Background: an optimization exercise with open tools, aiming at small area, a short achievable clock period and few clock cycles. Do not read the settings as production practice.
RTL that was checked went through simulation tests only; none was proved equivalent to the original.

==> run M <==
## jfxr_noise
module jfxr_noise (
    input  wire        clk,
    input  wire        rst,
    input  wire        start,
    input  wire [1:0]  op,
    input  wire [63:0] w,
    output wire        ready,
    output reg         done,
    output wire [63:0] sample
);
    localparam [1:0] OP_WHITE = 2'd0, OP_PINK = 2'd1, OP_BROWN = 2'd2, OP_INIT = 2'd3;
    localparam [63:0] ONE = 64'h3ff0000000000000;
    localparam [63:0] NZERO = 64'h8000000000000000;
    localparam [3:0] SK0 = 4'd0, SK1 = 4'd1, SK2 = 4'd2, SK3 = 4'd3, SK4 = 4'd4,
                     SK5N = 4'd5, SKD = 4'd6, SK6 = 4'd7, SC0 = 4'd8, SC1 = 4'd9,
                     SC2 = 4'd10, SC3 = 4'd11, SC4 = 4'd12, SC5 = 4'd13, SCB = 4'd14;
    reg        busy;
    reg        pink;            
    reg [4:0]  step;
    reg        bpend;           
    reg        ipend;           
    reg [63:0] wq;
    reg [63:0] q0, q1, q2, q3, q4, q5, p6;
    reg [63:0] brown;
    reg [63:0] M, A, S;
    reg         a_big;
    wire [63:0] brown_new = a_big ? {A[63], ONE[62:0]} : A;
    assign ready  = ~busy;
    assign sample = bpend ? brown_new : wq;
    localparam NC = 32;
    function [NC-1:0] ctl;
        input       pk;
        input [4:0] st;
        reg [3:0] ms; reg ma, mss, wm, bm, lst; reg [5:0] wqs; reg wp; reg [9:0] as;
        begin
            ms = SCB; ma = 1'b0; mss = 1'b0; wm = 1'b0; wqs = 6'd0; wp = 1'b0;
            as = 10'd0; bm = 1'b0; lst = 1'b0;
            if (pk) begin
                case (st)
                    5'd1:  begin ms = SK0; end
                    5'd2:  begin ms = SK1; wm = 1'b1; end
                    5'd3:  begin ms = SK2; wm = 1'b1; as[0] = 1'b1; bm = 1'b1; end
                    5'd4:  begin ms = SK3; wm = 1'b1; as[1] = 1'b1; bm = 1'b1; end
                    5'd5:  begin ms = SC0; ma = 1'b1; wm = 1'b1; as[2] = 1'b1; bm = 1'b1; end
                    5'd6:  begin ms = SC1; ma = 1'b1; wqs[0] = 1'b1; as[6] = 1'b1; end
                    5'd7:  begin ms = SK4; wqs[1] = 1'b1; as[3] = 1'b1; bm = 1'b1; end
  ...
clock: 28.0 ns
lec_check: 0
cap_margin: 30
core_margin: 2
core_utilization: 40
place_density: 0.55
slew_margin: 30
run.sh (not shown) runs the stock make flow with config.mk's settings and CLKGATE_MAP_FILE= SYNTH_SCRIPT=/design/flow/synth_recipe.tcl, a recipe that flattens the netlist after the stock synthesis.
==> run Z: changes against run M <==
--- a/flow/design.v
+++ b/flow/design.v
@@ -2989,12 +2989,11 @@
         zlo <= z_1;
         t0  <= t0_1;
         eb  <= eb_1;
         sg  <= x[63] ^ ks;
     end
-    wire [55:0]  phc  = {ha, 1'b1} + {hb, c51};       
-    wire [54:0]  ph   = phc[55:1];                    
+    wire [54:0]  ph   = ha + hb + {54'd0, c51};      
     wire [54:0]  q    = ph >> t0;
     wire [6:0]   m7   = (7'd1 << t0) - 7'd1;
     wire         hq   = q[54];
     wire         stk  = ~zlo | (|(ph[6:0] & m7)) | (hq & ph[0]);
     wire [52:0]  mant = hq ? q[54:2] : q[53:1];
@@ -3008,12 +3007,11 @@
 endmodule
 module jfxr_fp64_add (
     input  wire        clk,
     input  wire [63:0] a,
     input  wire [63:0] b,
-    output wire [63:0] y,
-    output wire        gt1       
+    output wire [63:0] y
 );
     wire        sa = a[63];
     wire        sb = b[63];
     wire [10:0] ea = (a[62:52] == 11'd0) ? 11'd1 : a[62:52];
     wire [10:0] eb = (b[62:52] == 11'd0) ? 11'd1 : b[62:52];
@@ -3084,20 +3082,10 @@
     wire [10:0] ex_p2 = ex + 11'd2;
     wire [10:0] f_exp = fs[56] ? (f_cy ? ex_p2 : ex_p1) :
                         fs[55] ? (f_cy ? ex_p1 : ex)    :
                                  (f_cy ? ex    : ex_m1);
     wire [62:0] f_mag = {f_exp, f_frac};
-    wire        f_fnz = f_up ? ~(&f_mant[51:0]) : (|f_mant[51:0]);
-    function [1:0] cmp1;       
-        input [10:0] e;
-        cmp1 = {e > 11'h3ff, e == 11'h3ff};
-    endfunction
-    wire [1:0]  c_p2 = cmp1(ex_p2), c_p1 = cmp1(ex_p1), c_0 = cmp1(ex), c_m1 = cmp1(ex_m1);
-    wire [1:0]  f_c  = fs[56] ? (f_cy ? c_p2 : c_p1) :
-                       fs[55] ? (f_cy ? c_p1 : c_0)  :
-                                (f_cy ? c_0  : c_m1);
-    wire        f_gt1 = f_c[1] | (f_c[0] & f_fnz);
     wire [53:0] nlim = (ex > 11'd54) ? 54'd0 : ({1'b1, 53'd0} >> (ex - 11'd1));
     wire [53:0] nlzin = nd2 | nlim;
     integer     i;
     reg  [5:0]  nsh;
     always @* begin
@@ -3108,13 +3096,11 @@
     wire [53:0] nn   = nd2 << nsh;
     wire [10:0] nexp = ex - {5'd0, nsh};
     wire [62:0] n_mag = {nexp & {11{nn[53]}}, nn[52:1]};
     wire        nzero = (nd2 == 54'd0);
     wire use_near = esub2 & (d0_2 | (d1_2 & ~nd2[53]));
-    wire        n_gt1 = ~nzero & (n_mag[62:0] > 63'h3ff0000000000000);
-    assign y   = use_near ? (nzero ? 64'd0 : {ns2, n_mag}) : {sx2, f_mag};
-    assign gt1 = use_near ? n_gt1 : f_gt1;
+    assign y = use_near ? (nzero ? 64'd0 : {ns2, n_mag}) : {sx2, f_mag};
 endmodule
 module jfxr_fp64_div7 (
     input  wire        clk,
     input  wire [63:0] s,
     output wire [63:0] y
@@ -3205,39 +3191,35 @@
             endcase
         end
     endfunction
     integer u, l;
     reg [2:0] p [0:19];
-    reg [59:0] pr;             
+    reg [59:0] q;
+    reg [2:0] dig, rr;
     always @* begin
         for (u = 0; u < 20; u = u + 1)
             p[u] = x[59 - 3*u -: 3];
         for (l = 0; l < 5; l = l + 1)
             for (u = 0; u < 20; u = u + 1)
                 if ((u >> l) & 1)
                     p[u] = add7(p[u], p[((u >> l) << l) - 1]);
-        for (u = 0; u < 20; u = u + 1)
-            pr[59 - 3*u -: 3] = (u == 0) ? 3'd0 : p[u-1];
+        for (u = 0; u < 20; u = u + 1) begin
+            rr   = (u == 0) ? 3'd0 : p[u-1];
+            dig  = x[59 - 3*u -: 3];
+            q[59 - 3*u -: 3] = qdig(rr, dig);
+        end
     end
-    reg  [56:0] x2;            
-    reg  [59:0] pr2;
+    reg  [55:0] q2;
     reg  [2:0]  rem;
     reg  [10:0] e2;
     reg         s2;
     always @(posedge clk) begin
-        x2  <= x[59:3];
-        pr2 <= pr;
+        q2  <= q[55:0];
         rem <= p[19];
         e2  <= e_eff;
         s2  <= s[63];
     end
-    reg [59:0] q;
-    always @* begin
-        for (u = 0; u < 20; u = u + 1)
-            q[59 - 3*u -: 3] = qdig(pr2[59 - 3*u -: 3], (u == 19) ? 3'd0 : x2[56 - 3*u -: 3]);
-    end
-    wire [55:0] q2 = q[55:0];
     wire        h  = q2[55];
     wire [2:0]  ts = (e2 >= 11'd6) ? 3'd0 : (3'd6 - e2[2:0]);
     wire [2:0]  sh = (ts > {2'b01, h}) ? ts : {2'b01, h};
     wire [55:0] qs   = q2 >> sh;
     wire [52:0] mant = qs[52:0];
@@ -3276,11 +3258,11 @@
     reg        ipend;           
     reg [63:0] wq;
     reg [63:0] q0, q1, q2, q3, q4, q5, p6;
     reg [63:0] brown;
     reg [63:0] M, A, S;
-    reg         a_big;
+    wire        a_big     = (A[62:0] > ONE[62:0]);
     wire [63:0] brown_new = a_big ? {A[63], ONE[62:0]} : A;
     assign ready  = ~busy;
     assign sample = bpend ? brown_new : wq;
     localparam NC = 32;
     function [NC-1:0] ctl;
@@ -3342,18 +3324,16 @@
                         ({64{c_a[3]}} & q3) | ({64{c_a[4]}} & q4) | ({64{c_a[5]}} & q5) |
                         ({64{c_a[6]}} & S)  | ({64{c_a[7]}} & p6) | ({64{c_a[8]}} & M)  |
                         ({64{c_a[9]}} & brown);
     wire [63:0] add_b = c_bm ? M : A;
     wire [63:0] mul_y, add_y, div_y;
-    wire        add_gt1;
     jfxr_fp64_mul  u_mul (.clk(clk), .x(m_a ? A : m_s ? S : wq), .sel(msel), .y(mul_y));
-    jfxr_fp64_add  u_add (.clk(clk), .a(add_a), .b(add_b), .y(add_y), .gt1(add_gt1));
+    jfxr_fp64_add  u_add (.clk(clk), .a(add_a), .b(add_b), .y(add_y));
     jfxr_fp64_div7 u_div (.clk(clk), .s(A), .y(div_y));
     always @(posedge clk) begin
         S <= A;
         A <= add_y;
-        a_big <= add_gt1;
         if (c_wm) M <= mul_y;
         if (rst) begin
             busy  <= 1'b0;
             done  <= 1'b0;
             bpend <= 1'b0;
--- a/flow/config.mk
+++ b/flow/config.mk
@@ -5,8 +5,8 @@
 export SDC_FILE = /design/flow/constraint.sdc
 export NUM_CORES = 4
 export LEC_CHECK = 0
 export CAP_MARGIN = 30
 export CORE_MARGIN = 2
-export CORE_UTILIZATION = 40
-export PLACE_DENSITY = 0.55
+export CORE_UTILIZATION = 45
+export PLACE_DENSITY = 0.6
 export SLEW_MARGIN = 30
==> comparison <==
Clock-buffer cell count: run M is higher than run Z (12). Against run Z, the final cell count of run M is higher by 2.2%. In run Z the flip-flop and latch count is higher than in run M, by 2. Against run Z, the register-to-register slack of run M is lower by 0.75 ns. Of run M and run Z, run M has the higher routed wire length (gap 2.9%, measured against run Z). Against run M, the via count of run Z is higher by about 0.5%. Against run Z, the fmax of run M is higher by about 8%.
==> figures <==
Placement Setup Slack: run Z 17.81 ns; run M 17.55 ns
Headroom to the max-slew limit: run Z 17.9%; run M 20.3%
Yosys cell types: run Z 127; run M 110
Number of antenna violations at the first check in global routing: run Z 69; run M 61
Total Routing Usage GR: run Z 42.1%; run M 38.6%
Sequential cell area: run Z 0.0273 sq mm; run M 0.0272 sq mm
CP bufs+invs: run Z 2; run M 3
Cell count after placement: run Z 22,400; run M 22,900
Layout sequential cell count: run Z 1,284; run M 1,282
Routed vias/inst: run Z 6.77; run M 6.59
Area of the die: run Z 0.353 sq mm; run M 0.397 sq mm
Die W: run Z 594 um; run M 630 um
Reg2reg path depth: run Z 25; run M 36
Largest clock skew in the final design: run Z 0.118 ns; run M 0.112 ns
GPL Wtd Cong: run Z 1.03; run M 1.04
Clock latency reported for the late side of the worst-skew pair: run Z 0.92 ns; run M 0.95 ns
Layout-to-synthesis area ratio: run Z 1.077x; run M 1.079x
Run status: run Z complete, no violations; run M complete, no violations
Die outline height: run Z 594 um; run M 630 um
Testbench counts of run M, summed over its fixed seeds: cycles 25,641.
Testbench counts of run Z, summed over its fixed seeds: cycles 25,641.

* * *

==> run K <==
Another version of the RTL of jfxr_noise (not shown whole).
clock: 28.0 ns
lec_check: 0
cap_margin: 20
core_margin: 2
core_utilization: 45
place_density: 0.6
slew_margin: 20
==> inputs of run P, as changes to run K <==
--- a/flow/design.v
+++ b/flow/design.v
@@ -2989,11 +2989,12 @@
         zlo <= z_1;
         t0  <= t0_1;
         eb  <= eb_1;
         sg  <= x[63] ^ ks;
     end
-    wire [54:0]  ph   = ha + hb + {54'd0, c51};      
+    wire [55:0]  phc  = {ha, 1'b1} + {hb, c51};       
+    wire [54:0]  ph   = phc[55:1];                    
     wire [54:0]  q    = ph >> t0;
     wire [6:0]   m7   = (7'd1 << t0) - 7'd1;
     wire         hq   = q[54];
     wire         stk  = ~zlo | (|(ph[6:0] & m7)) | (hq & ph[0]);
     wire [52:0]  mant = hq ? q[54:2] : q[53:1];
@@ -3007,11 +3008,12 @@
 endmodule
 module jfxr_fp64_add (
     input  wire        clk,
     input  wire [63:0] a,
     input  wire [63:0] b,
-    output wire [63:0] y
+    output wire [63:0] y,
+    output wire        gt1       
 );
     wire        sa = a[63];
     wire        sb = b[63];
     wire [10:0] ea = (a[62:52] == 11'd0) ? 11'd1 : a[62:52];
     wire [10:0] eb = (b[62:52] == 11'd0) ? 11'd1 : b[62:52];
@@ -3082,24 +3084,37 @@
     wire [10:0] ex_p2 = ex + 11'd2;
     wire [10:0] f_exp = fs[56] ? (f_cy ? ex_p2 : ex_p1) :
                         fs[55] ? (f_cy ? ex_p1 : ex)    :
                                  (f_cy ? ex    : ex_m1);
     wire [62:0] f_mag = {f_exp, f_frac};
+    wire        f_fnz = f_up ? ~(&f_mant[51:0]) : (|f_mant[51:0]);
+    function [1:0] cmp1;       
+        input [10:0] e;
+        cmp1 = {e > 11'h3ff, e == 11'h3ff};
+    endfunction
+    wire [1:0]  c_p2 = cmp1(ex_p2), c_p1 = cmp1(ex_p1), c_0 = cmp1(ex), c_m1 = cmp1(ex_m1);
+    wire [1:0]  f_c  = fs[56] ? (f_cy ? c_p2 : c_p1) :
+                       fs[55] ? (f_cy ? c_p1 : c_0)  :
+                                (f_cy ? c_0  : c_m1);
+    wire        f_gt1 = f_c[1] | (f_c[0] & f_fnz);
+    wire [53:0] nlim = (ex > 11'd54) ? 54'd0 : ({1'b1, 53'd0} >> (ex - 11'd1));
+    wire [53:0] nlzin = nd2 | nlim;
     integer     i;
-    reg  [5:0]  nlz;
+    reg  [5:0]  nsh;
     always @* begin
-        nlz = 6'd54;
+        nsh = 6'd54;
         for (i = 0; i < 54; i = i + 1)
-            if (nd2[i]) nlz = 6'd53 - i[5:0];
+            if (nlzin[i]) nsh = 6'd53 - i[5:0];
     end
-    wire [10:0] nlim = ex - 11'd1;                 
-    wire [5:0]  nsh  = ({5'd0, nlz} > nlim) ? nlim[5:0] : nlz;
     wire [53:0] nn   = nd2 << nsh;
-    wire [62:0] n_mag = {ex - {5'd0, nsh} - 11'd1 + {10'd0, nn[53]}, nn[52:1]};
+    wire [10:0] nexp = ex - {5'd0, nsh};
+    wire [62:0] n_mag = {nexp & {11{nn[53]}}, nn[52:1]};
     wire        nzero = (nd2 == 54'd0);
     wire use_near = esub2 & (d0_2 | (d1_2 & ~nd2[53]));
-    assign y = use_near ? (nzero ? 64'd0 : {ns2, n_mag}) : {sx2, f_mag};
+    wire        n_gt1 = ~nzero & (n_mag[62:0] > 63'h3ff0000000000000);
+    assign y   = use_near ? (nzero ? 64'd0 : {ns2, n_mag}) : {sx2, f_mag};
+    assign gt1 = use_near ? n_gt1 : f_gt1;
 endmodule
 module jfxr_fp64_div7 (
     input  wire        clk,
     input  wire [63:0] s,
     output wire [63:0] y
@@ -3190,35 +3205,39 @@
             endcase
         end
     endfunction
     integer u, l;
     reg [2:0] p [0:19];
-    reg [59:0] q;
-    reg [2:0] dig, rr;
+    reg [59:0] pr;             
     always @* begin
         for (u = 0; u < 20; u = u + 1)
             p[u] = x[59 - 3*u -: 3];
         for (l = 0; l < 5; l = l + 1)
             for (u = 0; u < 20; u = u + 1)
                 if ((u >> l) & 1)
                     p[u] = add7(p[u], p[((u >> l) << l) - 1]);
-        for (u = 0; u < 20; u = u + 1) begin
-            rr   = (u == 0) ? 3'd0 : p[u-1];
-            dig  = x[59 - 3*u -: 3];
-            q[59 - 3*u -: 3] = qdig(rr, dig);
-        end
+        for (u = 0; u < 20; u = u + 1)
+            pr[59 - 3*u -: 3] = (u == 0) ? 3'd0 : p[u-1];
     end
-    reg  [55:0] q2;
+    reg  [56:0] x2;            
+    reg  [59:0] pr2;
     reg  [2:0]  rem;
     reg  [10:0] e2;
     reg         s2;
     always @(posedge clk) begin
-        q2  <= q[55:0];
+        x2  <= x[59:3];
+        pr2 <= pr;
         rem <= p[19];
         e2  <= e_eff;
         s2  <= s[63];
     end
+    reg [59:0] q;
+    always @* begin
+        for (u = 0; u < 20; u = u + 1)
+            q[59 - 3*u -: 3] = qdig(pr2[59 - 3*u -: 3], (u == 19) ? 3'd0 : x2[56 - 3*u -: 3]);
+    end
+    wire [55:0] q2 = q[55:0];
     wire        h  = q2[55];
     wire [2:0]  ts = (e2 >= 11'd6) ? 3'd0 : (3'd6 - e2[2:0]);
     wire [2:0]  sh = (ts > {2'b01, h}) ? ts : {2'b01, h};
     wire [55:0] qs   = q2 >> sh;
     wire [52:0] mant = qs[52:0];
@@ -3252,15 +3271,16 @@
                      SC2 = 4'd10, SC3 = 4'd11, SC4 = 4'd12, SC5 = 4'd13, SCB = 4'd14;
     reg        busy;
     reg        pink;            
     reg [4:0]  step;
     reg        bpend;           
+    reg        ipend;           
     reg [63:0] wq;
     reg [63:0] q0, q1, q2, q3, q4, q5, p6;
     reg [63:0] brown;
     reg [63:0] M, A, S;
-    wire        a_big     = (A[62:0] > ONE[62:0]);
+    reg         a_big;
     wire [63:0] brown_new = a_big ? {A[63], ONE[62:0]} : A;
     assign ready  = ~busy;
     assign sample = bpend ? brown_new : wq;
     localparam NC = 32;
     function [NC-1:0] ctl;
@@ -3322,30 +3342,39 @@
                         ({64{c_a[3]}} & q3) | ({64{c_a[4]}} & q4) | ({64{c_a[5]}} & q5) |
                         ({64{c_a[6]}} & S)  | ({64{c_a[7]}} & p6) | ({64{c_a[8]}} & M)  |
                         ({64{c_a[9]}} & brown);
     wire [63:0] add_b = c_bm ? M : A;
     wire [63:0] mul_y, add_y, div_y;
+    wire        add_gt1;
     jfxr_fp64_mul  u_mul (.clk(clk), .x(m_a ? A : m_s ? S : wq), .sel(msel), .y(mul_y));
-    jfxr_fp64_add  u_add (.clk(clk), .a(add_a), .b(add_b), .y(add_y));
+    jfxr_fp64_add  u_add (.clk(clk), .a(add_a), .b(add_b), .y(add_y), .gt1(add_gt1));
     jfxr_fp64_div7 u_div (.clk(clk), .s(A), .y(div_y));
     always @(posedge clk) begin
         S <= A;
         A <= add_y;
+        a_big <= add_gt1;
         if (c_wm) M <= mul_y;
         if (rst) begin
             busy  <= 1'b0;
             done  <= 1'b0;
             bpend <= 1'b0;
+            ipend <= 1'b0;
             c     <= {NC{1'b0}};
             q0 <= 64'd0; q1 <= 64'd0; q2 <= 64'd0; q3 <= 64'd0; q4 <= 64'd0;
             q5 <= NZERO; p6 <= 64'd0;
             brown <= 64'd0;
         end else begin
             c     <= c_next;
             done  <= 1'b0;
             bpend <= 1'b0;
+            ipend <= 1'b0;
             if (bpend) brown <= brown_new;
+            if (ipend) begin
+                q0 <= 64'd0; q1 <= 64'd0; q2 <= 64'd0; q3 <= 64'd0; q4 <= 64'd0;
+                q5 <= NZERO; p6 <= 64'd0;
+                brown <= 64'd0;
+            end
             if (c_wq[0]) q0 <= mul_y;
             if (c_wq[1]) q1 <= mul_y;
             if (c_wq[2]) q2 <= mul_y;
             if (c_wq[3]) q3 <= mul_y;
             if (c_wq[4]) q4 <= mul_y;
@@ -3357,13 +3386,11 @@
                         OP_WHITE: begin
                             wq   <= w;
                             done <= 1'b1;
                         end
                         OP_INIT: begin
-                            q0 <= 64'd0; q1 <= 64'd0; q2 <= 64'd0; q3 <= 64'd0; q4 <= 64'd0;
-                            q5 <= NZERO; p6 <= 64'd0;
-                            brown <= 64'd0;
+                            ipend <= 1'b1;
                             wq    <= 64'd0;
                             done  <= 1'b1;
                         end
                         default: begin
                             wq   <= w;
CAP_MARGIN = 30   (was 20)
CORE_UTILIZATION = 35   (was 45)
PLACE_DENSITY = 0.5   (was 0.6)
SLEW_MARGIN = 30   (was 20)
==> notes <==
In run P the synthesized cell count is higher than in run K, by 0.48%.
Via count is about the same in run P and run K.
Of run K and run P, run K has the higher global-route usage (gap 7.3 points).
Clock skew: run K is higher than run P (0.0063 ns).
Run P passed the timing, DRC and antenna checks. Run K completed with no timing, DRC or antenna violations.
Testbench counts of run P, summed over its fixed seeds: cycles 25,641.
Function not checked in run K: the RTL went through the layout flow alone.

what the ideal ports hide:
In the flow no input, the clock included, has a driving cell. The finished layouts below were timed again as built, in two steps. Step 1: set_driving_cell puts a clkbuf_16 on clk and a buf_2 on each other input, an assumption about the parent block. Step 2 adds t to the input delays and takes it off the output delays; t is the mean of the earliest and latest rising clock arrival at the registers after step 1. Input paths then give back, and output paths get back, about the clock's delay inside the block. a / b / c = ideal ports / drivers / drivers and shift; a / b = the first two.
run | shift t [ns] | setup slack, ns | cell pins on the clock port's net
run M | 1.028 | 17.238 / 17.238 / 17.238 | 1
run Z | 0.982 | 16.402 / 16.277 / 17.259 | 1
run K | 0.935 | 16.830 / 16.737 / 17.673 | 1
run P | 1.008 | 18.026 / 18.026 / 17.578 | 1
After both steps setup and hold are still met in every run listed. For run P, which loses most, drivers alone change the setup slack by 0.000 ns; drivers and shift together by -0.448 ns.
